Context: an optimization exercise on an open-source flow, tuned for small area. The choices shown serve that exercise and are no tape-out recipe. The RTL was checked by simulation tests, not by an equivalence proof against the original design. No activity file was given, so power comes from the tool's default toggle rates.

===== design.v =====
module crc_link (
    input  wire        clk,
    input  wire        rst,
    input  wire        op_valid,
    input  wire [3:0]  op_code,
    input  wire [7:0]  op_arg,
    input  wire        tick,
    output wire [5:0]  stat,          
    output wire [2:0]  op_status,
    output reg  [15:0] crc,
    output reg  [2:0]  rx_err,
    output reg  [7:0]  rx_len,
    output wire [15:0] rx_crc_calc,
    output wire [15:0] rx_crc_recv,
    output wire        txm_re,
    output wire [7:0]  txm_addr,
    input  wire [7:0]  txm_rdata,
    output wire        rxm_we,
    output wire [8:0]  rxm_addr,
    output wire [7:0]  rxm_wdata,
    output wire        txd,
    input  wire        rxd
);
    function [15:0] crc_step;
        input [15:0] c;
        input [7:0]  d;
        reg   [7:0]  x;
        begin
            x = c[15:8] ^ d;
            x = x ^ {4'h0, x[7:4]};
            crc_step = {c[7:0], 8'h00} ^ {x[3:0], 12'h000} ^ {3'b000, x, 5'b00000}
                     ^ {8'h00, x};
        end
    endfunction
    wire op_crc_init = op_valid && (op_code == 4'h1);
    wire op_crc_byte = op_valid && (op_code == 4'h2);
    wire op_tx_frame = op_valid && (op_code == 4'h4);
    wire op_rx_start = op_valid && (op_code == 4'h5);
    always @(posedge clk) begin
        if (rst || op_crc_init)
            crc <= 16'h0000;
        else if (op_crc_byte)
            crc <= crc_step(crc, op_arg);
    end
    localparam [2:0] T_IDLE = 3'd0, T_S = 3'd1, T_H0 = 3'd2, T_H1 = 3'd3,
                     T_PY = 3'd4, T_CH = 3'd5, T_CL = 3'd6, T_E = 3'd7;
    reg  [2:0]  tp;       
    reg  [7:0]  ta;       
    reg  [7:0]  tlen;
    reg  [15:0] tcrc;     
    reg  [10:0] tsr;
    reg  [2:0]  tbc;      
    wire tx_busy  = |tp;
    wire t_idle   = ~|tsr[10:1];
    wire t_fetch  = tsr[10] & tsr[0];
    wire t_start  = tsr[10] & ~tsr[0];    
    wire t_adv    = tx_busy & t_idle;
    wire t_more   = (ta != tlen);
    wire t_crc    = tp[2] & ~(tp[1] & tp[0]);  
    reg  [2:0]  tp_next;
    always @* begin
        case (tp)
            T_S:     tp_next = T_H0;
            T_H0:    tp_next = T_H1;
            T_H1,
            T_PY:    tp_next = t_more ? T_PY : T_CH;
            T_CH:    tp_next = T_CL;
            T_CL:    tp_next = T_E;
            default: tp_next = T_IDLE;
        endcase
    end
    reg  [7:0]  t_byte;
    always @* begin
        case (tp)
            T_H0:    t_byte = 8'h02;
            T_H1:    t_byte = tlen;
            T_PY:    t_byte = txm_rdata;
            T_CH,
            T_CL:    t_byte = tcrc[15:8];
            default: t_byte = 8'h03;
        endcase
    end
    assign txm_re   = t_adv && (tp == T_H1 || tp == T_PY) && t_more;
    assign txm_addr = ta;
    assign txd      = tsr[0];
    wire t_bit = tsr[tbc + 4'd1];
    wire t_fb  = tcrc[15] ^ t_bit;
    always @(posedge clk) begin
        if (rst) begin
            tp   <= T_IDLE;
            tsr  <= 11'd1;
            tcrc <= 16'h0000;
        end else begin
            if (!tx_busy) begin
                if (op_tx_frame) begin
                    tp   <= T_S;
                    tlen <= op_arg;
                    ta   <= 8'h00;
                end
            end else if (t_adv) begin
                tp <= tp_next;
                if (tp != T_E)
                    tsr[10] <= 1'b1;
            end
            if (t_fetch) begin
                tsr <= {2'b11, t_byte, 1'b0};
                if (tp == T_PY)
                    ta <= ta + 8'd1;
            end else if (!t_idle && tbc == 3'd0) begin
                tsr <= {1'b0, tsr[10:1]};
            end
            if (t_start && t_crc)
                tcrc <= {tcrc[14:0], 1'b0} ^ (t_fb ? 16'h1021 : 16'h0000);
        end
        tbc <= t_fetch ? 3'd7 : tbc - 3'd1;
    end
    reg         rxd_m, rxd_s;
    reg  [10:0] rsr;
    reg  [2:0]  rbc;
    wire r_done  = rsr[0];
    wire r_ready = r_done | ~|rsr[10:1];
    wire urx_push = r_done & rsr[10];
    wire urx_ferr = r_done & ~rsr[10];
    wire [7:0] urx_data = rsr[9:2];
    always @(posedge clk) begin
        if (rst) begin
            rxd_m <= 1'b1;
            rxd_s <= 1'b1;
            rsr   <= 11'd0;
        end else begin
            rxd_m <= rxd;
            rxd_s <= rxd_m;
            if (r_ready)
                rsr <= rxd_s ? 11'd0 : 11'h400;
            else if (rbc == 3'd0)
                rsr <= {rxd_s, rsr[10:1]};
        end
        rbc <= r_ready ? 3'd3 : rbc - 3'd1;
    end
    reg  [63:0] fmem;
    reg  [3:0]  fcnt;
    wire       f_ne    = ~fcnt[3];
    wire       f_full  = (fcnt == 4'd7);
    wire       f_push  = urx_push & ~f_full;
    wire       f_ovr   = urx_push & f_full;
    wire [7:0] f_dout  = fmem[{fcnt[2:0], 3'b000} +: 8];
    wire       f_pop;
    always @(posedge clk) begin
        if (f_push)
            fmem <= {fmem[55:0], urx_data};
        if (rst)
            fcnt <= 4'hF;
        else if (f_push != f_pop)
            fcnt <= f_push ? fcnt + 4'd1 : fcnt - 4'd1;
    end
    reg  ferr_flag, ovr_flag;
    reg  d_rcv, d_done;
    wire rx_go = op_rx_start && !d_rcv;
    always @(posedge clk) begin
        if (rst) begin
            ferr_flag <= 1'b0;
            ovr_flag  <= 1'b0;
        end else begin
            if (urx_ferr)
                ferr_flag <= 1'b1;
            else if (rx_go)
                ferr_flag <= 1'b0;
            if (f_ovr)
                ovr_flag <= 1'b1;
            else if (rx_go)
                ovr_flag <= 1'b0;
        end
    end
    localparam [6:0] TIM_LAST = 7'b1001011;   
    reg  [8:0]  dcnt;
    reg  [6:0]  dtim;     
    reg  [15:0] rcrc;
    reg  [7:0]  p1, p2;   
    wire link_err = ferr_flag | ovr_flag;
    assign f_pop  = d_rcv & ~link_err & f_ne;
    wire d_at1    = (dcnt == 9'd1);
    wire d_end    = (dcnt == {1'b0, rx_len} + 9'd4);
    wire d_badhdr = d_at1 & (p1 != 8'h02);
    wire d_crcen  = (|dcnt[8:2]) & ~d_end;
    wire d_fin    = f_pop & (d_badhdr | d_end);
    wire d_tmo    = tick & (dtim == TIM_LAST) & ~d_fin;
    wire [6:0] dtim_next = {dtim[5:0], ~(dtim[6] ^ dtim[5])};
    wire [2:0] d_verdict = d_badhdr            ? 3'd3 :
                           (f_dout != 8'h03)   ? 3'd5 :
                           (rcrc == {p2, p1})  ? 3'd0 : 3'd4;
    always @(posedge clk) begin
        if (rst) begin
            d_rcv  <= 1'b0;
            d_done <= 1'b0;
            rx_len <= 8'h00;
            rx_err <= 3'd0;
        end else if (!d_rcv) begin
            if (rx_go) begin
                d_rcv  <= 1'b1;
                d_done <= 1'b0;
                rx_len <= 8'h00;
                rx_err <= 3'd0;
            end
        end else if (link_err) begin
            d_rcv  <= 1'b0;
            d_done <= 1'b1;
            rx_err <= 3'd1;
        end else begin
            if (f_pop && d_at1 && !d_badhdr)
                rx_len <= f_dout;
            if (d_fin) begin
                d_rcv  <= 1'b0;
                d_done <= 1'b1;
                rx_err <= d_verdict;
            end else if (d_tmo) begin
                d_rcv  <= 1'b0;
                d_done <= 1'b1;
                rx_err <= 3'd2;
            end
        end
    end
    always @(posedge clk) begin
        if (rx_go) begin
            dcnt <= 9'd0;
            dtim <= 7'd0;
            rcrc <= 16'h0000;
        end else begin
            if (f_pop) begin
                dcnt <= dcnt + 9'd1;
                if (!d_end)
                    {p2, p1} <= {p1, f_dout};
                if (d_crcen)
                    rcrc <= crc_step(rcrc, p2);
            end
            if (d_rcv && !link_err && tick)
                dtim <= dtim_next;
        end
    end
    wire crc_vis = d_done & ~rx_err[1] & ~rx_err[0];    
    assign rx_crc_calc = crc_vis ? rcrc : 16'h0000;
    assign rx_crc_recv = crc_vis ? {p2, p1} : 16'h0000;
    assign rxm_we      = f_pop;
    assign rxm_addr    = dcnt;
    assign rxm_wdata   = f_dout;
    reg ost;
    always @(posedge clk) begin
        if (rst)
            ost <= 1'b0;
        else if (op_tx_frame)
            ost <= tx_busy;
        else if (op_rx_start)
            ost <= d_rcv;
    end
    assign op_status = {2'b00, ost};
    assign stat = {ovr_flag, ferr_flag, f_ne, d_done, d_rcv, tx_busy};
endmodule

===== flow/run.sh =====
#!/bin/bash
set -euo pipefail
cd "$(dirname "$0")/.."
export BUFFER_PORTS_ARGS="-buffer_cell sky130_fd_sc_hd__buf_1"
bash standard.sh > standard.log 2>&1

===== constraint.sdc =====
create_clock -name core_clock -period 10.0 [get_ports {clk}]
set_input_delay 2.0000 -clock core_clock [delete_from_list [all_inputs] [get_ports {clk}]]
set_output_delay 2.0000 -clock core_clock [all_outputs]
set_load 0.01 [all_outputs]

===== standard.sh =====
#!/bin/bash
# synth_recipe.tcl (not shown) runs the flow's synth.tcl, then flattens the netlist and writes it again
# the make line also repeats each setting of config.mk as NAME=value (left out here)
make -C /OpenROAD-flow-scripts/flow DESIGN_CONFIG=/design/flow/config.mk WORK_HOME=/design/flow/orfs CLKGATE_MAP_FILE= SYNTH_SCRIPT=/design/flow/synth_recipe.tcl "${@:-finish}"

===== config.mk =====
export PLATFORM = sky130hd
export DESIGN_NAME = crc_link
export DESIGN_NICKNAME = crc_link
export VERILOG_FILES = /design/flow/design.v
export SDC_FILE = /design/flow/constraint.sdc
export NUM_CORES = 4
export LEC_CHECK = 0
export CAP_MARGIN = 20
export CORE_MARGIN = 2
export CORE_UTILIZATION = 40
export CTS_BUF_LIST = sky130_fd_sc_hd__clkbuf_8
export CTS_CLUSTER_DIAMETER = 60
export CTS_CLUSTER_SIZE = 25
export SLEW_MARGIN = 20

==> results.ini, run 1 <==
[run_status]
status=timing/DRC/antenna clean

[synthesis]
ys_seq_area_share_pct=53.2
synth_edf_count=96
avgSynthCellArea_um2=10.8
yosysMostFrequentCell=dfxtp_1
async_reset_ff_share_pct=0
yosysTopAreaCell=edfxtp_1
ys_types=63
yosys.area.top_type_share_pct=29.4
netlist_instances=913
synth-seq-cells=213
ys.flop_type=dfxtp_1
ys_warn_count=1
synth_common_cells=dfxtp_1 (117), nor2_1 (107), edfxtp_1 (96)
syn_area_um2=9820
synth_area_leaders=edfxtp_1 (29%), dfxtp_1 (24%), xnor2_1 (5.4%), mux2i_1 (5.1%), nor2_1 (4.1%)

[floorplanning]
floorplan.initialDensity_pct=40.6
die_h_um=161
die_area_um2=25800
rows=57
die_w_um=161
coreArea_um2=24200
io_pins=121

[timing]
rsz0062_at_grt=no
hold_violations=0
tns_ns=0
setup_viol=0
post-route-min-period_ns=4.40
tightest_slew_ns=1.08
min_period_over_period_pct=44.0
slew_headroom_pct=28.1
finalMaxSlewViolations=0
clock_skew_ns=0.0263
fmax_mhz=227

[critical_path]
critPathArrivalTime_ns=2.40
required_ns=8.00
critPathTopFamily=multiplexers
max_stage_delay_ns=0.56
cp_max_fo=28
critical_path_buf_inv_count=3
crit_start=fcnt[1]
slowest_stage=mux4_2
r2r_start=rx_len[2]
startpoint_type=register
path_cells=buf_4 > mux4_2 > mux2i_1 > inv_1 > buf_1
crit_type=reg -> out
crit_path_end_kind=output pin

[final_layout]
fin_util_pct=45.2
drive_above_1_share_pct=8.71
fin_cells=1346
n_antenna_cell=0
syn_to_final_growth_pct=11.2
nets=1045

[global_route]
grt_overflow=0
grt_max_degree=65
antenna_found_initial=0
grt_pass1_wl_um=34200
grt_pass1_vias=6325
grt.total_usage_pct=16.2

[pwr]
ir_drop_mv=0.0845
p_leak_nw=3.77
power.density_nw_per_um2=170

[worst_hold_path]
min_path_type=reg -> reg
holdCritStartpoint=rbc[0]

[placement]
dp_hpwl_um=14900
placement.io_buffers=118
gp_congestion=0.787
placed_cells=1312

[run]
drv_cap=0

[clocking]
post_cts_buffers=0
root_buffer=clkbuf_8
cts_tree=built
clockBufferDepth=3
htreeDepth=1
clk_latency_ns=0.54
post_cts_resize_count=0
clkSinkCount=213
cts_hold_buf=0
numCtsBuffers=19
cts.reportedPaths.clkPinSlew_ns=0.10

[route]
drt_iter0_markers=500
drt-pass1-iter-count=4
ant_nets=0
wirelength_um=21000
num_vias=6739
drcViolationCount=0
avgViaCountPerCell=5.01
routedWlPerCell_um=15.6

## worst paths after layout
check | slack (ns) | depth (start not counted) | endpoint
hold reg to reg | 0.40 | 1 | rbc[0]
setup / recovery | 5.60 | 5 | rxm_wdata[7]
setup reg to reg | 6.69 | 8 | rcrc[6]
hold / removal | 0.40 | 1 | rbc[0]
## power by group
group | internal, mW | leakage (nW) | switching (mW) | total [mW]
registers | 0.947 | 1.69 | 0.0661 | 1.01
logic | 0.122 | 1.86 | 0.146 | 0.267
clock network | 0.234 | 0.221 | 0.340 | 0.574
total | 1.30 | 3.77 | 0.552 | 1.85
## state kept, by name (all words and copies together) (netlist names), 4 cells and up
name    cells
crc        16
dcnt        9
dtim        7
fcnt        4
fmem       64
p1          8
p2          8
rcrc       16
rsr        11
rx_len      8
ta          8
tcrc       16
tlen        8
tsr        11
## layer usage
layer | global-route usage [%] | up-vias | wire length, µm
met5 | 0 | - | 0
met1 | 23.3 | 3189 | 10200
met4 | 3.32 | 0 | 289
met2 | 25.3 | 139 | 9260
li1 | - | 3391 | -
met3 | 3.56 | 20 | 1300
## area by class of cell
class | count | area (µm²)
timing repair buffer | 126 | 504
tap | 324 | 405
sequential | 213 | 5230
clock buffer | 19 | 262
clock inverter | 15 | 180
multi-input combinational | 629 | 4270
inverter | 20 | 75.1
fill | 2287 | 13300
## cell usage in the layout, fill, tap and decap left out, types with 5 or more instances in the layout
cell type,n
nor3_1,17
inv_1,18
clkbuf_8,19
a22o_1,12
mux2i_1,50
nand3_1,15
xor2_1,32
o21ai_0,19
nand2_1,92
edfxtp_1,96
mux4_2,14
a211oi_1,7
dfxtp_1,117
nand3b_1,6
a22oi_1,5
and2_1,34
ha_1,10
or2_2,8
nand4_1,12
xnor2_1,60
and3_1,5
nor4_1,6
nor2_1,106
buf_4,8
buf_1,117
mux2_2,11
a21oi_1,52
## kinds of logic (layout without fill, tap and decap cells)
kind of cell | after synthesis | in the layout | synth area share, %
mux | 75 | 75 | 9.57
other cells | 1 | 2 | 0.0382
fa+ha+maj | 11 | 11 | 1.48
xor+xnor | 92 | 92 | 8.21
compound gates | 116 | 116 | 7.35
buf+inv | 72 | 180 | 3.52
flops | 213 | 213 | 53.2
simple gates | 333 | 333 | 16.6
## through the flow
| step | hold slack (ns) | total power [mW] | area (µm²) | worst slack, ns |
|---|---|---|---|---|
| 4_1_cts | 0.402 | 1.88 | 10900 | 5.52 |
| 6_report | 0.396 | 1.85 | 10900 | 5.60 |
| 3_5_place_dp | 0.376 | 1.30 | 10500 | 5.97 |
| 3_3_place_gp | 0.366 | 1.30 | 10500 | 5.99 |
| 5_1_grt | 0.436 | 1.96 | 10900 | 5.41 |
| 2_1_floorplan | 0.358 | 1.23 | 9820 | 6.41 |
==> inputs of run 2 (changes only) <==
--- a/config.mk
+++ b/config.mk
@@ -8,7 +8,4 @@
 export CAP_MARGIN = 20
 export CORE_MARGIN = 2
 export CORE_UTILIZATION = 40
-export CTS_BUF_LIST = sky130_fd_sc_hd__clkbuf_8
-export CTS_CLUSTER_DIAMETER = 60
-export CTS_CLUSTER_SIZE = 25
 export SLEW_MARGIN = 20
==> results.ini, run 2 <==
[pwr]
power.density_nw_per_um2=193  ; was 170 nW/µm²
ir_drop_mv=0.119  ; was 0.0845 mV
power.total_mw=2.18  ; was 1.85 mW
p_leak_nw=3.95  ; was 3.77 nW

[synthesis]
yosysMostFrequentCell=dfxtp_1  ; unchanged
syn_area_um2=9820  ; unchanged
synth_common_cells=dfxtp_1 (117), nor2_1 (107), edfxtp_1 (96)  ; unchanged
yosysTopAreaCell=edfxtp_1  ; unchanged
yosys.area.top_type_share_pct=29.4  ; unchanged
netlist_instances=913  ; unchanged
ys_types=63  ; unchanged
synth_edf_count=96  ; unchanged
synth_area_leaders=edfxtp_1 (29%), dfxtp_1 (24%), xnor2_1 (5.4%), mux2i_1 (5.1%), nor2_1 (4.1%)  ; unchanged
ys_seq_area_share_pct=53.2  ; unchanged
async_reset_ff_share_pct=0  ; unchanged
ys_warn_count=1  ; unchanged
avgSynthCellArea_um2=10.8  ; unchanged
synth-seq-cells=213  ; unchanged
ys.flop_type=dfxtp_1  ; unchanged

[final_layout]
fillers=2250  ; was 2,287
regArea_um2=5230  ; unchanged
n_antenna_cell=0  ; unchanged
mostFrequentLayoutCells=dfxtp_1 (117), buf_1 (117), nor2_1 (106), edfxtp_1 (96), nand2_1 (92)  ; unchanged
multi_input_area_um2=4270  ; unchanged
largest_register=fmem  ; unchanged
largest_register_ffs=64  ; unchanged
drive_above_1_share_pct=9.01  ; was 8.71%
syn_to_final_growth_pct=15.1  ; was 11.2%
fin_util_pct=46.8  ; was 45.2%
nets=1051  ; was 1,045
fin_area_um2=11300  ; was 10,900 µm²
fin_cells=1356  ; was 1,346

[critical_path]
startpoint_type=register  ; unchanged
crit_type=reg -> out  ; unchanged
regToRegSetupSlack_ns=6.71  ; was 6.69 ns
cp_max_fo=28  ; unchanged
required_ns=8.00  ; about the same
crit_path_end_kind=output pin  ; unchanged
critPathArrivalTime_ns=2.37  ; was 2.40 ns

[floorplanning]
die_area_um2=25800  ; unchanged
die_h_um=161  ; unchanged
floorplan.initialDensity_pct=40.6  ; unchanged
die_w_um=161  ; unchanged
coreArea_um2=24200  ; unchanged
rows=57  ; unchanged
io_pins=121  ; unchanged

[timing]
setup_viol=0  ; unchanged
worst_slack_ns=5.63  ; was 5.60 ns
rsz0062_at_grt=no  ; unchanged
min_period_over_period_pct=43.7  ; was 44.0%
finalMaxSlewViolations=0  ; unchanged
fmax_mhz=229  ; was 227 MHz
post-route-min-period_ns=4.37  ; was 4.40 ns
clock_skew_ns=0.0130  ; was 0.0263 ns
tns_ns=0  ; unchanged
tightest_slew_ns=1.06  ; was 1.08 ns
hold_violations=0  ; unchanged
slew_headroom_pct=29.0  ; was 28.1%
fin_hold_ws_ns=0.384  ; was 0.396 ns

[global_route]
grt_pass1_vias=6406  ; was 6,325
grt_pass1_wl_um=34500  ; was 34,200 µm
grt_max_degree=65  ; unchanged
antenna_found_initial=0  ; unchanged
grt.total_usage_pct=16.3  ; was 16.2%
grt_overflow=0  ; unchanged

[clocking]
clkSinkCount=213  ; unchanged
cts_tree=built  ; unchanged
numCtsBuffers=25  ; was 19
clk_latency_ns=0.52  ; was 0.54 ns
root_buffer=clkbuf_16  ; was clkbuf_8
clockBufferDepth=3  ; unchanged
htreeDepth=1  ; unchanged
post_cts_buffers=0  ; unchanged
post_cts_resize_count=0  ; unchanged
cts.reportedPaths.clkPinSlew_ns=0.06  ; was 0.10 ns
cts_hold_buf=0  ; unchanged

[route]
num_vias=6772  ; was 6,739
ant_nets=0  ; unchanged
wirelength_um=21200  ; was 21,000 µm
drt-pass1-iter-count=5  ; was 4
avgViaCountPerCell=4.99  ; was 5.01
drcViolationCount=0  ; unchanged
routedWlPerCell_um=15.6  ; about the same
drt_iter0_markers=428  ; was 500

[run_status]
status=timing/DRC/antenna clean  ; unchanged

[placement]
gp_congestion=0.787  ; unchanged
pre_cts_slack_ns=5.97  ; unchanged
placement.io_buffers=118  ; unchanged
dp_hpwl_um=14900  ; unchanged
placed_cells=1312  ; unchanged
dpl-instance-area_um2=10500  ; unchanged

[worst_hold_path]
min_path_type=reg -> reg  ; unchanged

[run]
drv_cap=0  ; unchanged

[run 2: cell count changes in the layout (fill, tap and decap cells not counted), sizes merged]
cell	change
bufinv	+2
clkbuf	+14
clkinv	+1
clkinvlp	-1
inv	-6
[run 2: critical path, stage by stage (launching register included)]
cell and delay (ns):
dfxtp_1 0.30, buf_4 0.39, mux4_2 0.56, mux2i_1 0.28
inv_1 0.16, buf_1 0.16
[run 2: per-layer routing]
layer	vias to the layer above	wire [µm]	GRT usage, %	part of all wire, %
li1	3406	-	-	-
met1	3200	10300	23.6	49
met2	137	9270	25.4	44
met3	29	1230	3.18	5.8
met4	0	400	3.85	1.9
met5	-	0	0	0
[run 2: logic make-up after synthesis]
| family | Yosys count | share of synthesized area, % |
|---|---|---|
| adder cells (fa/ha/maj) | 11 | 1.48 |
| multiplexers | 75 | 9.57 |
| XOR/XNOR | 92 | 8.21 |
| AO/OA/AOI/OAI | 116 | 7.35 |
| buffers and inverters | 72 | 3.52 |
| other | 1 | 0.0382 |
| AND/OR/NAND/NOR | 333 | 16.6 |
| flip-flops | 213 | 53.2 |
[run 2: layout make-up]
class	count	area share (%)
tap	324	3.59
clock inverter	11	1.31
clock buffer	33	5.98
sequential	213	46.2
inverter	20	0.664
timing repair buffer	126	4.46
multi-input combinational	629	37.8
[run 2: worst paths after layout]
| kind | startpoint | end | depth (start not counted) |
|---|---|---|---|
| setup / recovery | fcnt[1] | rxm_wdata[7] | 5 |
| hold / removal | rbc[0] | rbc[0] | 1 |
| setup reg to reg | rx_len[2] | rcrc[6] | 8 |
| hold reg to reg | rbc[0] | rbc[0] | 1 |
[run 2: report_power, final]
part	internal [mW]	switching (mW)	leakage [nW]
sequential	0.949	0.0667	1.69
combinational	0.122	0.146	1.86
clock	0.554	0.348	0.405
total	1.62	0.561	3.95
==> inputs of run 3 (changes only) <==
==> run.sh (new file) <==
#!/bin/bash
# synth_recipe.tcl (not shown) runs the flow's synth.tcl, then flattens the netlist and writes it again
# the make line also repeats each setting of config.mk as NAME=value (left out here)
make -C /OpenROAD-flow-scripts/flow DESIGN_CONFIG=/design/flow/config.mk WORK_HOME=/design/flow/orfs CLKGATE_MAP_FILE= SYNTH_SCRIPT=/design/flow/synth_recipe.tcl finish
removed: flow/run.sh
removed: standard.sh
==> results.ini, run 3 <==
[run_status]
status=timing/DRC/antenna clean  ; unchanged

[global_route]
grt_pass1_wl_um=35500  ; was 34,500 µm
antenna_found_initial=0  ; unchanged
grt_pass1_vias=6609  ; was 6,406
grt.total_usage_pct=17.0  ; was 16.3%
grt_overflow=0  ; unchanged
grt_max_degree=65  ; unchanged

[pwr]
p_int_mw=1.65  ; was 1.62 mW
switchingPower_mw=0.556  ; was 0.561 mW
power.density_nw_per_um2=184  ; was 193 nW/µm²
netSwitchingFraction_pct=25.2  ; was 25.7%
pwr-share-seq_pct=46.0  ; was 46.5%
ir_drop_mv=0.113  ; was 0.119 mV
pwr-share-clk_pct=40.7  ; was 41.3%
power_frac_comb_pct=13.3  ; was 12.2%
power.total_mw=2.21  ; was 2.18 mW
p_leak_nw=4.21  ; was 3.95 nW

[route]
wirelength_um=21900  ; was 21,200 µm
drt_iter0_markers=532  ; was 428
drcViolationCount=0  ; unchanged
ant_nets=0  ; unchanged
routedWlPerCell_um=16.2  ; was 15.6 µm
num_vias=6832  ; was 6,772
drt-pass1-iter-count=5  ; unchanged
avgViaCountPerCell=5.05  ; was 4.99

[synthesis]
yosys.area.top_type_share_pct=29.4  ; unchanged
synth-seq-cells=213  ; unchanged
ys_types=63  ; unchanged
avgSynthCellArea_um2=10.8  ; unchanged
yosysMostFrequentCell=dfxtp_1  ; unchanged
synth_area_leaders=edfxtp_1 (29%), dfxtp_1 (24%), xnor2_1 (5.4%), mux2i_1 (5.1%), nor2_1 (4.1%)  ; unchanged
ys_seq_area_share_pct=53.2  ; unchanged
yosysTopAreaCell=edfxtp_1  ; unchanged
ys.flop_type=dfxtp_1  ; unchanged
netlist_instances=913  ; unchanged
synth_edf_count=96  ; unchanged
ys_warn_count=1  ; unchanged
syn_area_um2=9820  ; unchanged
async_reset_ff_share_pct=0  ; unchanged
synth_common_cells=dfxtp_1 (117), nor2_1 (107), edfxtp_1 (96)  ; unchanged

[placement]
dp_hpwl_um=15200  ; was 14,900 µm
placement.io_buffers=118  ; unchanged
gp_congestion=0.805  ; was 0.787
pre_cts_slack_ns=5.57  ; was 5.97 ns

[floorplanning]
rows=57  ; unchanged
die_area_um2=25800  ; unchanged
floorplan.initialDensity_pct=40.6  ; unchanged
io_pins=121  ; unchanged
die_h_um=161  ; unchanged
coreArea_um2=24200  ; unchanged
die_w_um=161  ; unchanged

[critical_path]
crit_type=reg -> out  ; unchanged
required_ns=8.00  ; about the same
crit_path_end_kind=output pin  ; unchanged
critPathArrivalTime_ns=2.79  ; was 2.37 ns
cp_max_fo=12  ; was 28
startpoint_type=register  ; unchanged

[timing]
tightest_slew_ns=1.00  ; was 1.06 ns
tns_ns=0  ; unchanged
min_period_over_period_pct=47.9  ; was 43.7%
clock_skew_ns=0.0220  ; was 0.0130 ns
finalMaxSlewViolations=0  ; unchanged
worst_slack_ns=5.21  ; was 5.63 ns
fmax_mhz=209  ; was 229 MHz
post-route-min-period_ns=4.79  ; was 4.37 ns
slew_headroom_pct=33.2  ; was 29.0%
rsz0062_at_grt=no  ; unchanged
hold_violations=0  ; unchanged
setup_viol=0  ; unchanged

[clocking]
cts_hold_buf=0  ; unchanged
post_cts_resize_count=0  ; unchanged
cts_tree=built  ; unchanged
numCtsBuffers=24  ; was 25
post_cts_buffers=0  ; unchanged
cts.reportedPaths.clkPinSlew_ns=0.06  ; about the same
clockBufferDepth=3  ; unchanged
clkSinkCount=213  ; unchanged
clk_latency_ns=0.51  ; was 0.52 ns
htreeDepth=1  ; unchanged
root_buffer=clkbuf_16  ; unchanged

[final_layout]
fillers=2155  ; was 2,250
largest_register=fmem  ; unchanged
drive_above_1_share_pct=8.55  ; was 9.01%
largest_register_ffs=64  ; unchanged
syn_to_final_growth_pct=22.3  ; was 15.1%
mostFrequentLayoutCells=dfxtp_1 (117), clkdlybuf4s50_1 (117), nor2_1 (105), edfxtp_1 (96), nand2_1 (92)  ; was dfxtp_1 (117), buf_1 (117), nor2_1 (106), edfxtp_1 (96), nand2_1 (92)
nets=1048  ; was 1,051
n_antenna_cell=0  ; unchanged

[run]
drv_cap=0  ; unchanged

[worst_hold_path]
min_path_type=reg -> reg  ; unchanged

==> run 3: per-stage QoR <==
step / util, % / hold slack [ns] / instances / cell area [µm²]
after floorplan: - / 0.358 / 914 / 9820
after global placement: 46.3 / 0.366 / 1310 / 11200
after detailed placement: 46.3 / 0.370 / 1310 / 11200
after CTS: 49.6 / 0.383 / 1353 / 12000
after global routing: 49.7 / 0.407 / 1353 / 12000
final: 49.7 / 0.380 / 1353 / 12000
==> run 3: worst paths after layout <==
check | cells past startpoint | from | slack, ns | endpoint
worst min register to register | 1 | rbc[0] | 0.38 | rbc[0]
worst max register to register | 4 | ferr_flag | 7.27 | p2[6]
worst max-delay path | 4 | ferr_flag | 5.21 | rxm_we
worst min-delay path | 1 | rbc[0] | 0.38 | rbc[0]
==> run 3: layout make-up <==
type | count | area [µm²] | share of cell area [%]
Timing Repair Buffer | 124 | 1220 | 10.2
Clock inverter | 7 | 111 | 0.927
Inverter | 20 | 75.1 | 0.625
Multi-Input combinational cell | 629 | 4270 | 35.6
Sequential cell | 213 | 5230 | 43.5
Clock buffer | 36 | 697 | 5.80
Tap cell | 324 | 405 | 3.38
==> run 3: cell families after synthesis <==
| group | after synthesis | synth area share [%] |
|---|---|---|
| flops | 213 | 53.2 |
| mux | 75 | 9.57 |
| fa+ha+maj | 11 | 1.48 |
| simple gates | 333 | 16.6 |
| other cells | 1 | 0.0382 |
| compound gates | 116 | 7.35 |
| buf+inv | 72 | 3.52 |
| xor+xnor | 92 | 8.21 |
==> run 3: worst max-delay path, cell delays in order, from the launching register on <==
cell and delay (ns):
dfxtp_1 0.33, nor2_1 0.27, nand2_1 0.23, nor2_1 0.76, clkdlybuf4s50_1 0.69
==> run 3: per-layer routing <==
| layer | global-route usage [%] | wire length [µm] | vias up |
|---|---|---|---|
| met5 | 0 | 0 | - |
| met4 | 3.69 | 289 | 0 |
| met3 | 3.59 | 1240 | 25 |
| met2 | 26.0 | 9610 | 151 |
| met1 | 24.8 | 10700 | 3252 |
| li1 | - | - | 3404 |
==> run 3: power by group through the flow <==
stage / registers [mW] / clock network (mW) / logic [mW]
2_1_floorplan: 1.01 / 0 / 0.221
3_3_place_gp: 1.03 / 0 / 0.291
3_5_place_dp: 1.04 / 0 / 0.293
4_1_cts: 1.02 / 0.921 / 0.295
5_1_grt: 1.03 / 0.958 / 0.326
6_report: 1.02 / 0.899 / 0.293
==> inputs of run 4 (changes only) <==
--- a/config.mk
+++ b/config.mk
@@ -5,6 +5,7 @@
 export SDC_FILE = /design/flow/constraint.sdc
 export NUM_CORES = 4
 export LEC_CHECK = 0
+export ABC_AREA = 1
 export CAP_MARGIN = 20
 export CORE_MARGIN = 2
 export CORE_UTILIZATION = 40
==> results.ini, run 4 <==
[critical_path]
critPathArrivalTime_ns=3.19  ; was 2.79 ns
max_stage_delay_ns=0.89  ; was 0.76 ns
required_ns=8.00  ; about the same
slowest_stage=dfxtp_1  ; was nor2_1
path_cells=clkinv_1 > nand3_1 > nand3_1 > nand2_1 > inv_1 > clkdlybuf4s50_1  ; was nor2_1 > nand2_1 > nor2_1 > clkdlybuf4s50_1
cpMostUsedCell=nand3_1  ; was nor2_1
crit_type=reg -> out  ; unchanged
crit_path_end_kind=output pin  ; unchanged
cp_max_fo=20  ; was 12
startpoint_type=register  ; unchanged

[synthesis]
synth_edf_count=96  ; unchanged
yosysTopAreaCell=edfxtp_1  ; unchanged
avgSynthCellArea_um2=8.28  ; was 10.8 µm²
yosysMostFrequentCell=nand2_1  ; was dfxtp_1
synth_common_cells=nand2_1 (286), inv_1 (180), dfxtp_1 (117)  ; was dfxtp_1 (117), nor2_1 (107), edfxtp_1 (96)
synth_area_leaders=edfxtp_1 (29%), dfxtp_1 (23%), nand2_1 (11%), inv_1 (6.7%), nor2_1 (3.8%)  ; was edfxtp_1 (29%), dfxtp_1 (24%), xnor2_1 (5.4%), mux2i_1 (5.1%), nor2_1 (4.1%)
yosys.area.top_type_share_pct=28.6  ; was 29.4%
ys.flop_type=dfxtp_1  ; unchanged
ys_types=50  ; was 63
ys_seq_area_share_pct=51.9  ; was 53.2%
synth-seq-cells=213  ; unchanged
syn_area_um2=10100  ; was 9820 µm²
ys_warn_count=1  ; unchanged
netlist_instances=1216  ; was 913
async_reset_ff_share_pct=0  ; unchanged

[global_route]
grt_max_degree=67  ; was 65
grt_pass1_wl_um=38900  ; was 35,500 µm
antenna_found_initial=0  ; unchanged
grt.total_usage_pct=18.1  ; was 17.0%
grt_overflow=0  ; unchanged
grt_pass1_vias=7599  ; was 6,609

[clocking]
cts_tree=built  ; unchanged
clk_latency_ns=0.51  ; about the same
root_buffer=clkbuf_16  ; unchanged
cts_hold_buf=0  ; unchanged
clockBufferDepth=3  ; unchanged
cts.reportedPaths.clkPinSlew_ns=0.06  ; about the same
clkSinkCount=213  ; unchanged
htreeDepth=1  ; unchanged
post_cts_buffers=0  ; unchanged
post_cts_resize_count=0  ; unchanged
numCtsBuffers=24  ; unchanged

[timing]
worst_slack_ns=4.81  ; was 5.21 ns
hold_violations=0  ; unchanged
clock_skew_ns=0.0111  ; was 0.0220 ns
min_period_over_period_pct=51.9  ; was 47.9%
setup_viol=0  ; unchanged
fin_hold_ws_ns=0.388  ; was 0.380 ns
finalMaxSlewViolations=0  ; unchanged
post-route-min-period_ns=5.19  ; was 4.79 ns
tns_ns=0  ; unchanged
slew_headroom_pct=34.1  ; was 33.2%
tightest_slew_ns=0.986  ; was 1.00 ns
fmax_mhz=193  ; was 209 MHz
rsz0062_at_grt=no  ; unchanged

[run]
drv_cap=0  ; unchanged

[final_layout]
largest_register=fmem  ; unchanged
final_common_cell=nand2_1
nets=1362  ; was 1,048
syn_to_final_growth_pct=22.3  ; about the same
fin_util_pct=49.3  ; was 49.7%
mostFrequentLayoutCells=nand2_1 (285), inv_1 (180), clkdlybuf4s50_1 (118), dfxtp_1 (117), nor2_1 (102)  ; was dfxtp_1 (117), clkdlybuf4s50_1 (117), nor2_1 (105), edfxtp_1 (96), nand2_1 (92)
n_antenna_cell=0  ; unchanged
drive_above_1_share_pct=5.21  ; was 8.55%
fillers=2404  ; was 2,155
largest_register_ffs=64  ; unchanged
fin_cells=1674  ; was 1,353

[floorplanning]
rows=58  ; was 57
coreArea_um2=25000  ; was 24,200 µm²
floorplan.initialDensity_pct=40.3  ; was 40.6%
io_pins=121  ; unchanged
die_h_um=163  ; was 161 µm
die_w_um=163  ; was 161 µm
die_area_um2=26500  ; was 25,800 µm²

[route]
avgViaCountPerCell=4.89  ; was 5.05
ant_nets=0  ; unchanged
num_vias=8193  ; was 6,832
wirelength_um=24100  ; was 21,900 µm
routedWlPerCell_um=14.4  ; was 16.2 µm
drcViolationCount=0  ; unchanged
drt-pass1-iter-count=5  ; unchanged
drt_iter0_markers=529  ; was 532

[pwr]
power.density_nw_per_um2=173  ; was 184 nW/µm²
p_leak_nw=5.16  ; was 4.21 nW
power_frac_comb_pct=11.4  ; was 13.3%
p_int_mw=1.60  ; was 1.65 mW
pwr-share-seq_pct=46.2  ; was 46.0%
netSwitchingFraction_pct=24.9  ; was 25.2%
ir_drop_mv=0.120  ; was 0.113 mV
switchingPower_mw=0.529  ; was 0.556 mW
pwr-share-clk_pct=42.4  ; was 40.7%

[worst_hold_path]
min_path_type=reg -> reg  ; unchanged

[placement]
pre_cts_slack_ns=5.40  ; was 5.57 ns
placement.io_buffers=118  ; unchanged
gp_congestion=0.861  ; was 0.805
placed_cells=1630  ; was 1,310
dp_hpwl_um=17000  ; was 15,200 µm

[run_status]
status=timing/DRC/antenna clean  ; unchanged

run 4: final cells by class:
type	instances	area, µm²	area share (%)
Multi-Input combinational cell	774	3920	31.8
Inverter	189	709	5.76
Clock buffer	31	678	5.51
Clock inverter	13	139	1.13
Tap cell	330	413	3.35
Timing Repair Buffer	124	1230	9.96
Sequential cell	213	5230	42.4
run 4: metal layers:
layer	track usage, %	part of all wire (%)
met3	4.35	7.2
met2	28.0	44
met4	5.95	2.3
met5	0	0
met1	25.0	47
run 4: critical path, delay by kind of cell, from the launching register on:
kind	cells	cell delay, ns
buffers and inverters	3	1.31
flip-flops	1	0.89
AND/OR/NAND/NOR	3	0.46
run 4: logic make-up after synthesis:
| group | synth area share [%] |
|---|---|
| compound gates | 9.89 |
| other cells | 0.0372 |
| mux | 0.199 |
| buf+inv | 9.28 |
| flops | 51.9 |
| fa+ha+maj | 1.44 |
| simple gates | 22.0 |
| xor+xnor | 5.29 |
run 4: path summary, 6_finish.rpt:
kind                 from           end  slack [ns]  cells past startpoint
setup reg to reg  fcnt[1]       fcnt[3]        6.63                     12
hold reg to reg    rbc[0]        rbc[0]        0.39                      1
hold / removal     rbc[0]        rbc[0]        0.39                      1
setup / recovery  fcnt[1]  rxm_wdata[6]        4.81                      6
run 4: power by group through the flow:
stage | sequential (mW) | combinational, mW | clock [mW]
after floorplan | 0.992 | 0.168 | 0
after global placement | 0.999 | 0.240 | 0
after detailed placement | 0.998 | 0.244 | 0
after CTS | 0.980 | 0.245 | 0.926
after global routing | 0.986 | 0.279 | 0.960
final | 0.981 | 0.243 | 0.901
run 4: per-stage QoR:
stage	power (mW)	instance area, µm²
6_report	2.13	12300
5_1_grt	2.23	12300
4_1_cts	2.15	12300
3_5_place_dp	1.24	11500
3_3_place_gp	1.24	11500
2_1_floorplan	1.16	10100
==> inputs of run 5 (changes only) <==
--- a/config.mk
+++ b/config.mk
@@ -5,8 +5,10 @@
 export SDC_FILE = /design/flow/constraint.sdc
 export NUM_CORES = 4
 export LEC_CHECK = 0
-export ABC_AREA = 1
 export CAP_MARGIN = 20
 export CORE_MARGIN = 2
 export CORE_UTILIZATION = 40
+export CTS_BUF_LIST = sky130_fd_sc_hd__clkbuf_8
+export CTS_CLUSTER_DIAMETER = 60
+export CTS_CLUSTER_SIZE = 25
 export SLEW_MARGIN = 20
==> results.ini, run 5 <==
[route]
met1Wirelength_um=10700  ; was 11,300 µm
routedWlPerCell_um=16.3  ; was 14.4 µm
avgViaCountPerCell=5.07  ; was 4.89
drcViolationCount=0  ; unchanged
drt_iter0_markers=530  ; was 529
drt-pass1-iter-count=5  ; unchanged
ant_nets=0  ; unchanged
dr_wl_met3_um=1270  ; was 1730 µm
top_layer=met4  ; unchanged
wirelength_um=21900  ; was 24,100 µm
num_vias=6813  ; was 8,193
dr_wl_met2_um=9630  ; was 10,500 µm

[placement]
dp_hpwl_um=15200  ; was 17,000 µm
placement.io_buffers=118  ; unchanged
placed_cells=1310  ; was 1,630
dpl-instance-area_um2=11200  ; was 11,500 µm²
pre_cts_slack_ns=5.57  ; was 5.40 ns
gp_congestion=0.805  ; was 0.861

[floorplanning]
rows=57  ; was 58
floorplan.initialDensity_pct=40.6  ; was 40.3%
coreArea_um2=24200  ; was 25,000 µm²
die_w_um=161  ; was 163 µm
die_area_um2=25800  ; was 26,500 µm²
io_pins=121  ; unchanged
die_h_um=161  ; was 163 µm

[synthesis]
syn_area_um2=9820  ; was 10,100 µm²
ys_types=63  ; was 50
yosysTopAreaCell=edfxtp_1  ; unchanged
ys_warn_count=1  ; unchanged
yosys.area.top_type_share_pct=29.4  ; was 28.6%
ys.flop_type=dfxtp_1  ; unchanged
yosysMostFrequentCell=dfxtp_1  ; was nand2_1
synth_area_leaders=edfxtp_1 (29%), dfxtp_1 (24%), xnor2_1 (5.4%), mux2i_1 (5.1%), nor2_1 (4.1%)  ; was edfxtp_1 (29%), dfxtp_1 (23%), nand2_1 (11%), inv_1 (6.7%), nor2_1 (3.8%)
avgSynthCellArea_um2=10.8  ; was 8.28 µm²
ys_seq_area_share_pct=53.2  ; was 51.9%
synth_edf_count=96  ; unchanged
async_reset_ff_share_pct=0  ; unchanged
synth-seq-cells=213  ; unchanged
synth_common_cells=dfxtp_1 (117), nor2_1 (107), edfxtp_1 (96)  ; was nand2_1 (286), inv_1 (180), dfxtp_1 (117)
netlist_instances=913  ; was 1,216

[clocking]
cts.reportedPaths.clkPinSlew_ns=0.10  ; was 0.06 ns
clk_latency_ns=0.55  ; was 0.51 ns
cts_tree=built  ; unchanged
clockBufferDepth=3  ; unchanged
post_cts_resize_count=0  ; unchanged
numCtsBuffers=19  ; was 24
cts_hold_buf=0  ; unchanged
htreeDepth=1  ; unchanged
post_cts_buffers=0  ; unchanged
clkSinkCount=213  ; unchanged
root_buffer=clkbuf_8  ; was clkbuf_16

[critical_path]
slowest_stage=nor2_1  ; was dfxtp_1
regToRegSetupSlack_ns=7.19  ; was 6.63 ns
rr_endpoint=p1[6]  ; was fcnt[3]
critical_path_buf_inv_count=1  ; was 3
crit_type=reg -> out  ; unchanged
r2r_start=ferr_flag  ; was fcnt[1]
crit_path_end_kind=output pin  ; unchanged
max_stage_delay_ns=0.78  ; was 0.89 ns
critPathArrivalTime_ns=2.88  ; was 3.19 ns
path_cells=nor2_1 > nand2_1 > nor2_1 > clkdlybuf4s50_1  ; was clkinv_1 > nand3_1 > nand3_1 > nand2_1 > inv_1 > clkdlybuf4s50_1
cp_max_fo=12  ; was 20
cpMostUsedCell=nor2_1  ; was nand3_1
critPathTopFamily=simple AND/OR/NAND/NOR gates  ; was buffers and inverters
startpoint_type=register  ; unchanged
required_ns=8.00  ; about the same
rr_worst_depth=4  ; was 12

[final_layout]
mostFrequentLayoutCells=dfxtp_1 (117), clkdlybuf4s50_1 (117), nor2_1 (105), edfxtp_1 (96), nand2_1 (92)  ; was nand2_1 (285), inv_1 (180), clkdlybuf4s50_1 (118), dfxtp_1 (117), nor2_1 (102)
largest_register=fmem  ; unchanged
largest_register_ffs=64  ; unchanged
fin_area_um2=11600  ; was 12,300 µm²
nets=1043  ; was 1,362
syn_to_final_growth_pct=18.3  ; was 22.3%
fin_cells=1344  ; was 1,674
n_antenna_cell=0  ; unchanged
drive_above_1_share_pct=8.53  ; was 5.21%

[pwr]
power.density_nw_per_um2=160  ; was 173 nW/µm²
ir_drop_mv=0.0678  ; was 0.120 mV
p_leak_nw=4.03  ; was 5.16 nW

[worst_hold_path]
min_path_type=reg -> reg  ; unchanged
holdCritStartpoint=rbc[0]  ; unchanged
min_delay_path_depth=1  ; unchanged
hold_path_end=rbc[0]  ; unchanged

[timing]
tns_ns=0  ; unchanged
hold_violations=0  ; unchanged
fin_hold_ws_ns=0.389  ; was 0.388 ns
min_period_over_period_pct=48.8  ; was 51.9%
clock_skew_ns=0.0324  ; was 0.0111 ns
worst_slack_ns=5.12  ; was 4.81 ns
rsz0062_at_grt=no  ; unchanged
fmax_mhz=205  ; was 193 MHz
post-route-min-period_ns=4.88  ; was 5.19 ns
tightest_slew_ns=1.04  ; was 0.986 ns
slew_headroom_pct=30.8  ; was 34.1%
finalMaxSlewViolations=0  ; unchanged
setup_viol=0  ; unchanged

[global_route]
antenna_found_initial=0  ; unchanged
grt_overflow=0  ; unchanged
grt_pass1_vias=6528  ; was 7,599
grt.total_usage_pct=16.9  ; was 18.1%
grt_pass1_wl_um=35200  ; was 38,900 µm
grt_max_degree=65  ; was 67

[run_status]
status=timing/DRC/antenna clean  ; unchanged

[run]
drv_cap=0  ; unchanged

## run 5: area by class of cell
cell class | count | area [µm²]
fillers | 2209 | 12600
flip-flops and latches | 213 | 5230
multi-input cells | 629 | 4270
repair buffers | 124 | 1220
well taps | 324 | 405
clock buffers | 22 | 303
clock inverters | 12 | 110
inverters | 20 | 75.1
## run 5: where the power goes
group / internal [mW] / total [mW] / leakage (nW) / switching (mW)
Combinational: 0.148 / 0.293 / 2.13 / 0.146
Sequential: 0.947 / 1.02 / 1.69 / 0.0686
Clock: 0.237 / 0.552 / 0.207 / 0.315
Total: 1.33 / 1.86 / 4.03 / 0.529
## run 5: cells by family after synthesis
| family | Yosys count | share of synthesized area, % |
|---|---|---|
| compound gates | 116 | 7.35 |
| xor+xnor | 92 | 8.21 |
| fa+ha+maj | 11 | 1.48 |
| buf+inv | 72 | 3.52 |
| flops | 213 | 53.2 |
| mux | 75 | 9.57 |
| other cells | 1 | 0.0382 |
| simple gates | 333 | 16.6 |
## run 5: worst max path at each step
stage / startpoint / to / cells past startpoint
6_report: ferr_flag / rxm_we / 4
5_1_grt: ferr_flag / rxm_we / 4
4_1_cts: fcnt[1] / rxm_wdata[6] / 5
3_5_place_dp: op_code[2] / rx_len[5] / 8
3_3_place_gp: op_code[2] / rx_len[5] / 8
2_1_floorplan: fcnt[1] / rxm_wdata[7] / 5
## run 5: metal layers
metal	vias to the layer above	GRT usage, %
met3	23	3.38
met2	170	25.8
met1	3235	24.7
met5	-	0
met4	0	4.01
li1	3385	-
## run 5: metrics by stage
stage | total power [mW] | utilization (%)
finish | 1.86 | 48.0
global route | 1.96 | 48.0
CTS | 1.89 | 48.0
detailed placement | 1.33 | 46.3
global placement | 1.33 | 46.3
floorplan | 1.23 | -
## run 5: worst reg2reg max path, cell delays in order (launching register included)
cell,delay (ns)
dfxtp_1,0.35
nor2_1,0.28
nand2_1,0.24
nor2_1,0.78
and2_1,0.78
==> inputs of run 6 (changes only) <==
==> flow/run.sh (new file) <==
#!/bin/bash
set -euo pipefail
cd "$(dirname "$0")/.."
export BUFFER_PORTS_ARGS="-buffer_cell sky130_fd_sc_hd__buf_1"
export CTS_ARGS="-sink_clustering_enable -repair_clock_nets -dont_use_dummy_load -sink_clustering_size 35 -sink_clustering_max_diameter 60 -buf_list sky130_fd_sc_hd__clkbuf_16"
bash standard.sh > standard.log 2>&1
==> standard.sh (new file) <==
#!/bin/bash
# synth_recipe.tcl (not shown) runs the flow's synth.tcl, then flattens the netlist and writes it again
# the make line also repeats each setting of config.mk as NAME=value (left out here)
make -C /OpenROAD-flow-scripts/flow DESIGN_CONFIG=/design/flow/config.mk WORK_HOME=/design/flow/orfs CLKGATE_MAP_FILE= SYNTH_SCRIPT=/design/flow/synth_recipe.tcl "${@:-finish}"
removed: run.sh
==> results.ini, run 6 <==
[final_layout]
largest_register_ffs=64  ; unchanged
drive_above_1_share_pct=7.45  ; was 8.53%
syn_to_final_growth_pct=11.6  ; was 18.3%
nets=1045  ; was 1,043
mostFrequentLayoutCells=dfxtp_1 (117), buf_1 (117), nor2_1 (106), edfxtp_1 (96), nand2_1 (92)  ; was dfxtp_1 (117), clkdlybuf4s50_1 (117), nor2_1 (105), edfxtp_1 (96), nand2_1 (92)
fillers=2292  ; was 2,209
largest_register=fmem  ; unchanged
regArea_um2=5230  ; unchanged
n_antenna_cell=0  ; unchanged
multi_input_area_um2=4270  ; about the same
fin_util_pct=45.3  ; was 48.0%

[global_route]
grt_pass1_vias=6357  ; was 6,528
grt.total_usage_pct=16.2  ; was 16.9%
grt_overflow=0  ; unchanged
antenna_found_initial=0  ; unchanged
grt_max_degree=65  ; unchanged
grt_pass1_wl_um=34200  ; was 35,200 µm

[critical_path]
slowest_stage=mux4_2  ; was nor2_1
path_cells=buf_4 > mux4_2 > mux2i_1 > inv_1 > buf_1  ; was nor2_1 > nand2_1 > nor2_1 > clkdlybuf4s50_1
regToRegSetupSlack_ns=6.70  ; was 7.19 ns
max_stage_delay_ns=0.56  ; was 0.78 ns
critPathArrivalTime_ns=2.32  ; was 2.88 ns
rr_endpoint=rcrc[6]  ; was p1[6]
crit_type=reg -> out  ; unchanged
rr_worst_depth=8  ; was 4
startpoint_type=register  ; unchanged
critPathCapture=rxm_wdata[7]  ; was rxm_we
crit_cells=5  ; was 4
required_ns=8.00  ; about the same
crit_start=fcnt[1]  ; was ferr_flag
critical_path_buf_inv_count=3  ; was 1
cp_max_fo=28  ; was 12
crit_path_end_kind=output pin  ; unchanged
r2r_start=rx_len[2]  ; was ferr_flag
critPathTopFamily=multiplexers  ; was simple AND/OR/NAND/NOR gates

[pwr]
p_leak_nw=3.78  ; was 4.03 nW
ir_drop_mv=0.0844  ; was 0.0678 mV
power.density_nw_per_um2=174  ; was 160 nW/µm²

[timing]
clock_skew_ns=0.0429  ; was 0.0324 ns
slew_headroom_pct=29.0  ; was 30.8%
finalMaxSlewViolations=0  ; unchanged
fmax_mhz=231  ; was 205 MHz
tightest_slew_ns=1.06  ; was 1.04 ns
rsz0062_at_grt=no  ; unchanged
post-route-min-period_ns=4.32  ; was 4.88 ns
setup_viol=0  ; unchanged
tns_ns=0  ; unchanged
min_period_over_period_pct=43.2  ; was 48.8%
fin_hold_ws_ns=0.388  ; was 0.389 ns
hold_violations=0  ; unchanged

[worst_hold_path]
min_delay_path_depth=1  ; unchanged
min_path_type=reg -> reg  ; unchanged

[placement]
dp_hpwl_um=14900  ; was 15,200 µm
gp_congestion=0.787  ; was 0.805
placement.io_buffers=118  ; unchanged

[synthesis]
async_reset_ff_share_pct=0  ; unchanged
ys_types=63  ; unchanged
yosysMostFrequentCell=dfxtp_1  ; unchanged
ys.flop_type=dfxtp_1  ; unchanged
avgSynthCellArea_um2=10.8  ; unchanged
yosys.area.top_type_share_pct=29.4  ; unchanged
synth_area_leaders=edfxtp_1 (29%), dfxtp_1 (24%), xnor2_1 (5.4%), mux2i_1 (5.1%), nor2_1 (4.1%)  ; unchanged
synth-seq-cells=213  ; unchanged
synth_common_cells=dfxtp_1 (117), nor2_1 (107), edfxtp_1 (96)  ; unchanged
syn_area_um2=9820  ; unchanged
ys_warn_count=1  ; unchanged
yosysTopAreaCell=edfxtp_1  ; unchanged
ys_seq_area_share_pct=53.2  ; unchanged
synth_edf_count=96  ; unchanged
netlist_instances=913  ; unchanged

[route]
ant_nets=0  ; unchanged
num_vias=6704  ; was 6,813
routedWlPerCell_um=15.9  ; was 16.3 µm
drt_iter0_markers=450  ; was 530
drt-pass1-iter-count=4  ; was 5
drcViolationCount=0  ; unchanged
avgViaCountPerCell=5.04  ; was 5.07
wirelength_um=21200  ; was 21,900 µm

[floorplanning]
die_h_um=161  ; unchanged
die_area_um2=25800  ; unchanged
rows=57  ; unchanged
die_w_um=161  ; unchanged
floorplan.initialDensity_pct=40.6  ; unchanged
coreArea_um2=24200  ; unchanged
io_pins=121  ; unchanged

[clocking]
clk_latency_ns=0.51  ; was 0.55 ns
clkSinkCount=213  ; unchanged
numCtsBuffers=19  ; unchanged
root_buffer=clkbuf_16  ; was clkbuf_8
htreeDepth=1  ; unchanged
clockBufferDepth=3  ; unchanged
cts_tree=built  ; unchanged
cts.reportedPaths.clkPinSlew_ns=0.06  ; was 0.10 ns
post_cts_buffers=0  ; unchanged
post_cts_resize_count=0  ; unchanged
cts_hold_buf=0  ; unchanged

[run]
drv_cap=0  ; unchanged

[run_status]
status=timing/DRC/antenna clean  ; unchanged

run 6: cell count changes in the layout (fill, tap and decap cells not counted), sizes merged:
cell | before | now
buf | 7 | 125
bufinv | 1 | 0
clkbuf | 22 | 20
clkdlybuf4s50 | 117 | 0
clkinv | 9 | 1
clkinvlp | 2 | 0
inv | 20 | 19
run 6: through the flow:
step                      power (mW)  area [µm²]  instances  setup WS [ns]
after global routing            2.00       11000       1331           5.50
after CTS                       1.93       11000       1331           5.60
after global placement          1.30       10500       1312           5.99
after floorplan                 1.23        9820        914           6.41
final                           1.91       11000       1331           5.68
after detailed placement        1.30       10500       1312           5.97
run 6: final cells by class:
type	count	share of cell area (%)
clock buffer	19	4.34
inverter	20	0.685
multi-input combinational	629	39.0
sequential	213	47.7
tap	324	3.70
timing repair buffer	126	4.60
run 6: cells by family (layout without fill, tap and decap cells):
| logic type | count (synthesis) | in the layout | synth area share (%) |
|---|---|---|---|
| adders and majority gates | 11 | 11 | 1.48 |
| xor gates and xnor gates | 92 | 92 | 8.21 |
| other | 1 | 2 | 0.0382 |
| DFF | 213 | 213 | 53.2 |
| and+or+nand+nor | 333 | 333 | 16.6 |
| buffers and inverters | 72 | 165 | 3.52 |
| AOI/OAI and AO/OA | 116 | 116 | 7.35 |
| muxes | 75 | 75 | 9.57 |
run 6: power breakdown:
part | leakage [nW] | internal [mW] | switching (mW)
clock | 0.234 | 0.334 | 0.290
sequential | 1.69 | 0.948 | 0.0663
combinational | 1.86 | 0.122 | 0.146
total | 3.78 | 1.40 | 0.503
run 6: metal layers:
| metal | vias to the layer above | track usage [%] | wire length (µm) |
|---|---|---|---|
| li1 | 3374 | - | - |
| met1 | 3170 | 23.5 | 10300 |
| met4 | 0 | 4.01 | 378 |
| met5 | - | 0 | 0 |
| met2 | 134 | 25.4 | 9380 |
| met3 | 26 | 2.89 | 1140 |
run 6: worst min path at each step:
stage | startpoint | endpoint | slack, ns
after floorplan | rbc[0] | rbc[0] | 0.36
after CTS | rbc[0] | rbc[0] | 0.39
after detailed placement | rbc[0] | rbc[0] | 0.38
final | rbc[0] | rbc[0] | 0.39
after global routing | fmem[1] | fmem[9] | 0.42
after global placement | rbc[0] | rbc[0] | 0.37
==> inputs of run 7 (changes only) <==
==> flow/run.sh (replaced) <==
#!/bin/bash
set -euo pipefail
cd "$(dirname "$0")/.."
export BUFFER_PORTS_ARGS="-buffer_cell sky130_fd_sc_hd__buf_1"
export CTS_ARGS="-sink_clustering_enable -repair_clock_nets -dont_use_dummy_load -sink_clustering_size 25 -sink_clustering_max_diameter 60 -buf_list sky130_fd_sc_hd__clkbuf_8"
bash standard.sh > standard.log 2>&1
==> results.ini, run 7 <==
[route]
drcViolationCount=0  ; unchanged
drt_iter0_markers=501  ; was 450
drt-pass1-iter-count=5  ; was 4
routedWlPerCell_um=15.8  ; was 15.9 µm
num_vias=6711  ; was 6,704
wirelength_um=21000  ; was 21,200 µm
ant_nets=0  ; unchanged
avgViaCountPerCell=5.04  ; about the same

[synthesis]
synth-seq-cells=213  ; unchanged
netlist_instances=913  ; unchanged
yosys.area.top_type_share_pct=29.4  ; unchanged
yosysTopAreaCell=edfxtp_1  ; unchanged
ys_types=63  ; unchanged
async_reset_ff_share_pct=0  ; unchanged
ys_warn_count=1  ; unchanged
avgSynthCellArea_um2=10.8  ; unchanged
synth_edf_count=96  ; unchanged
synth_area_leaders=edfxtp_1 (29%), dfxtp_1 (24%), xnor2_1 (5.4%), mux2i_1 (5.1%), nor2_1 (4.1%)  ; unchanged
ys.flop_type=dfxtp_1  ; unchanged
ys_seq_area_share_pct=53.2  ; unchanged
synth_common_cells=dfxtp_1 (117), nor2_1 (107), edfxtp_1 (96)  ; unchanged
syn_area_um2=9820  ; unchanged
yosysMostFrequentCell=dfxtp_1  ; unchanged

[critical_path]
crit_path_end_kind=output pin  ; unchanged
startpoint_type=register  ; unchanged
required_ns=8.00  ; about the same
rr_worst_depth=8  ; unchanged
crit_cells=5  ; unchanged
critPathTopFamily=multiplexers  ; unchanged
crit_type=reg -> out  ; unchanged
critical_path_buf_inv_count=3  ; unchanged
slowest_stage=mux4_2  ; unchanged
path_cells=buf_4 > mux4_2 > mux2i_1 > inv_1 > buf_1  ; unchanged
crit_start=fcnt[1]  ; unchanged
critPathArrivalTime_ns=2.37  ; was 2.32 ns
cp_max_fo=28  ; unchanged
r2r_start=rx_len[2]  ; unchanged
max_stage_delay_ns=0.56  ; about the same

[timing]
tns_ns=0  ; unchanged
hold_violations=0  ; unchanged
min_period_over_period_pct=43.7  ; was 43.2%
rsz0062_at_grt=no  ; unchanged
setup_viol=0  ; unchanged
slew_headroom_pct=28.7  ; was 29.0%
clock_skew_ns=0.0681  ; was 0.0429 ns
fmax_mhz=229  ; was 231 MHz
post-route-min-period_ns=4.37  ; was 4.32 ns
tightest_slew_ns=1.07  ; was 1.06 ns
finalMaxSlewViolations=0  ; unchanged

[worst_hold_path]
min_path_type=reg -> reg  ; unchanged
holdCritStartpoint=fmem[1]  ; was rbc[0]
min_delay_path_depth=0  ; was 1

[floorplanning]
coreArea_um2=24200  ; unchanged
die_w_um=161  ; unchanged
rows=57  ; unchanged
floorplan.initialDensity_pct=40.6  ; unchanged
io_pins=121  ; unchanged
die_h_um=161  ; unchanged
die_area_um2=25800  ; unchanged

[final_layout]
mostFrequentLayoutCells=dfxtp_1 (117), buf_1 (117), nor2_1 (106), edfxtp_1 (96), nand2_1 (92)  ; unchanged
n_antenna_cell=0  ; unchanged
largest_register=fmem  ; unchanged
fillers=2306  ; was 2,292
drive_above_1_share_pct=7.45  ; unchanged
syn_to_final_growth_pct=9.40  ; was 11.6%
largest_register_ffs=64  ; unchanged
fin_area_um2=10700  ; was 11,000 µm²
nets=1045  ; unchanged

[global_route]
grt_pass1_vias=6281  ; was 6,357
grt.total_usage_pct=16.2  ; about the same
grt_overflow=0  ; unchanged
grt_pass1_wl_um=34100  ; was 34,200 µm
grt_max_degree=65  ; unchanged
antenna_found_initial=0  ; unchanged

[clocking]
numCtsBuffers=19  ; unchanged
post_cts_buffers=0  ; unchanged
clockBufferDepth=3  ; unchanged
htreeDepth=1  ; unchanged
cts_tree=built  ; unchanged
clk_latency_ns=0.54  ; was 0.51 ns
post_cts_resize_count=0  ; unchanged
clkSinkCount=213  ; unchanged
cts_hold_buf=0  ; unchanged
cts.reportedPaths.clkPinSlew_ns=0.12  ; was 0.06 ns
root_buffer=clkbuf_8  ; was clkbuf_16

[run]
drv_cap=0  ; unchanged

[placement]
placement.io_buffers=118  ; unchanged
dpl-instance-area_um2=10500  ; unchanged
dp_hpwl_um=14900  ; unchanged
gp_congestion=0.787  ; unchanged

[pwr]
power_frac_comb_pct=15.5  ; was 14.1%
p_leak_nw=3.68  ; was 3.78 nW
ir_drop_mv=0.0750  ; was 0.0844 mV
switchingPower_mw=0.480  ; was 0.503 mW
netSwitchingFraction_pct=27.9  ; was 26.4%
power.density_nw_per_um2=160  ; was 174 nW/µm²
pwr-share-clk_pct=25.5  ; was 32.7%
p_int_mw=1.24  ; was 1.40 mW
pwr-share-seq_pct=59.0  ; was 53.2%

[run_status]
status=timing/DRC/antenna clean  ; unchanged

-- run 7: layout make-up --
type                            instances  area [µm²]  area share [%]
Inverter                               20        75.1           0.699
Multi-Input combinational cell        629        4270            39.8
Tap cell                              324         405            3.77
Clock buffer                           19         262            2.43
Sequential cell                       213        5230            48.6
Timing Repair Buffer                  126         504            4.69
-- run 7: final timing paths --
path | to | slack (ns)
min | fmem[9] | 0.38
max | rxm_wdata[7] | 5.63
max reg2reg | rcrc[6] | 6.70
min reg2reg | fmem[9] | 0.38
-- run 7: stage by stage --
step                util, %  hold slack (ns)  cells  total power, mW  setup slack, ns
CTS                    44.4            0.380   1331             1.74             5.56
finish                 44.4            0.379   1331             1.72             5.63
detailed placement     43.3            0.376   1312             1.30             5.97
global route           44.4            0.385   1331             1.82             5.44
floorplan                 -            0.358    914             1.23             6.41
global placement       43.3            0.366   1312             1.30             5.99
-- run 7: logic make-up (layout without fill, tap and decap cells) --
kind of cell / Yosys count / count (layout) / share of synthesized area (%)
compound gates: 116 / 116 / 7.35
xor+xnor: 92 / 92 / 8.21
fa+ha+maj: 11 / 11 / 1.48
buf+inv: 72 / 165 / 3.52
flops: 213 / 213 / 53.2
mux: 75 / 75 / 9.57
other cells: 1 / 2 / 0.0382
simple gates: 333 / 333 / 16.6
-- run 7: power by group through the flow --
stage          sequential [mW]  clock [mW]  combinational (mW)
2_1_floorplan             1.01           0               0.221
3_3_place_gp              1.03           0               0.264
3_5_place_dp              1.03           0               0.267
4_1_cts                   1.01       0.457               0.269
5_1_grt                   1.02       0.490               0.302
6_report                  1.01       0.438               0.267
-- run 7: routing by layer --
metal  GRT usage, %  up-vias  wire length (µm)
met1           23.6     3186             10400
met3           3.20       23              1180
li1               -     3372                 -
met5              0        -                 0
met2           25.1      130              9190
met4           3.15        0               287

==> port drivers added, routing unchanged <==
No port has a modelled driver above. Below, the same layouts with a new extraction and two added sets of constraints. Step 1: set_driving_cell puts a clkbuf_16 on clk and a buf_2 on each other input, an assumption about the parent block. Step 2 moves the port delays by t, midway between the first and last clock arrival at a register: inputs arrive t later, outputs are due t later. That takes back most of the time a late clock gives input paths. Slacks: ideal / step 1 / step 2; pairs: ideal / step 1.
| run | shift t [ns] | setup slack, ns | worst setup path after step 2 |
|---|---|---|---|
| run 1 | 0.566 | 5.596 / 5.553 / 5.948 | input to register |
| run 2 | 0.556 | 5.632 / 5.585 / 6.012 | input to register |
| run 3 | 0.551 | 5.208 / 5.160 / 5.608 | input to register |
| run 4 | 0.554 | 4.813 / 4.767 / 5.322 | register to output |
| run 5 | 0.574 | 5.124 / 5.082 / 5.567 | input to register |
| run 6 | 0.521 | 5.678 / 5.632 / 6.006 | input to register |
| run 7 | 0.541 | 5.626 / 5.583 / 5.946 | input to register |
After both steps every run listed still meets setup and hold.
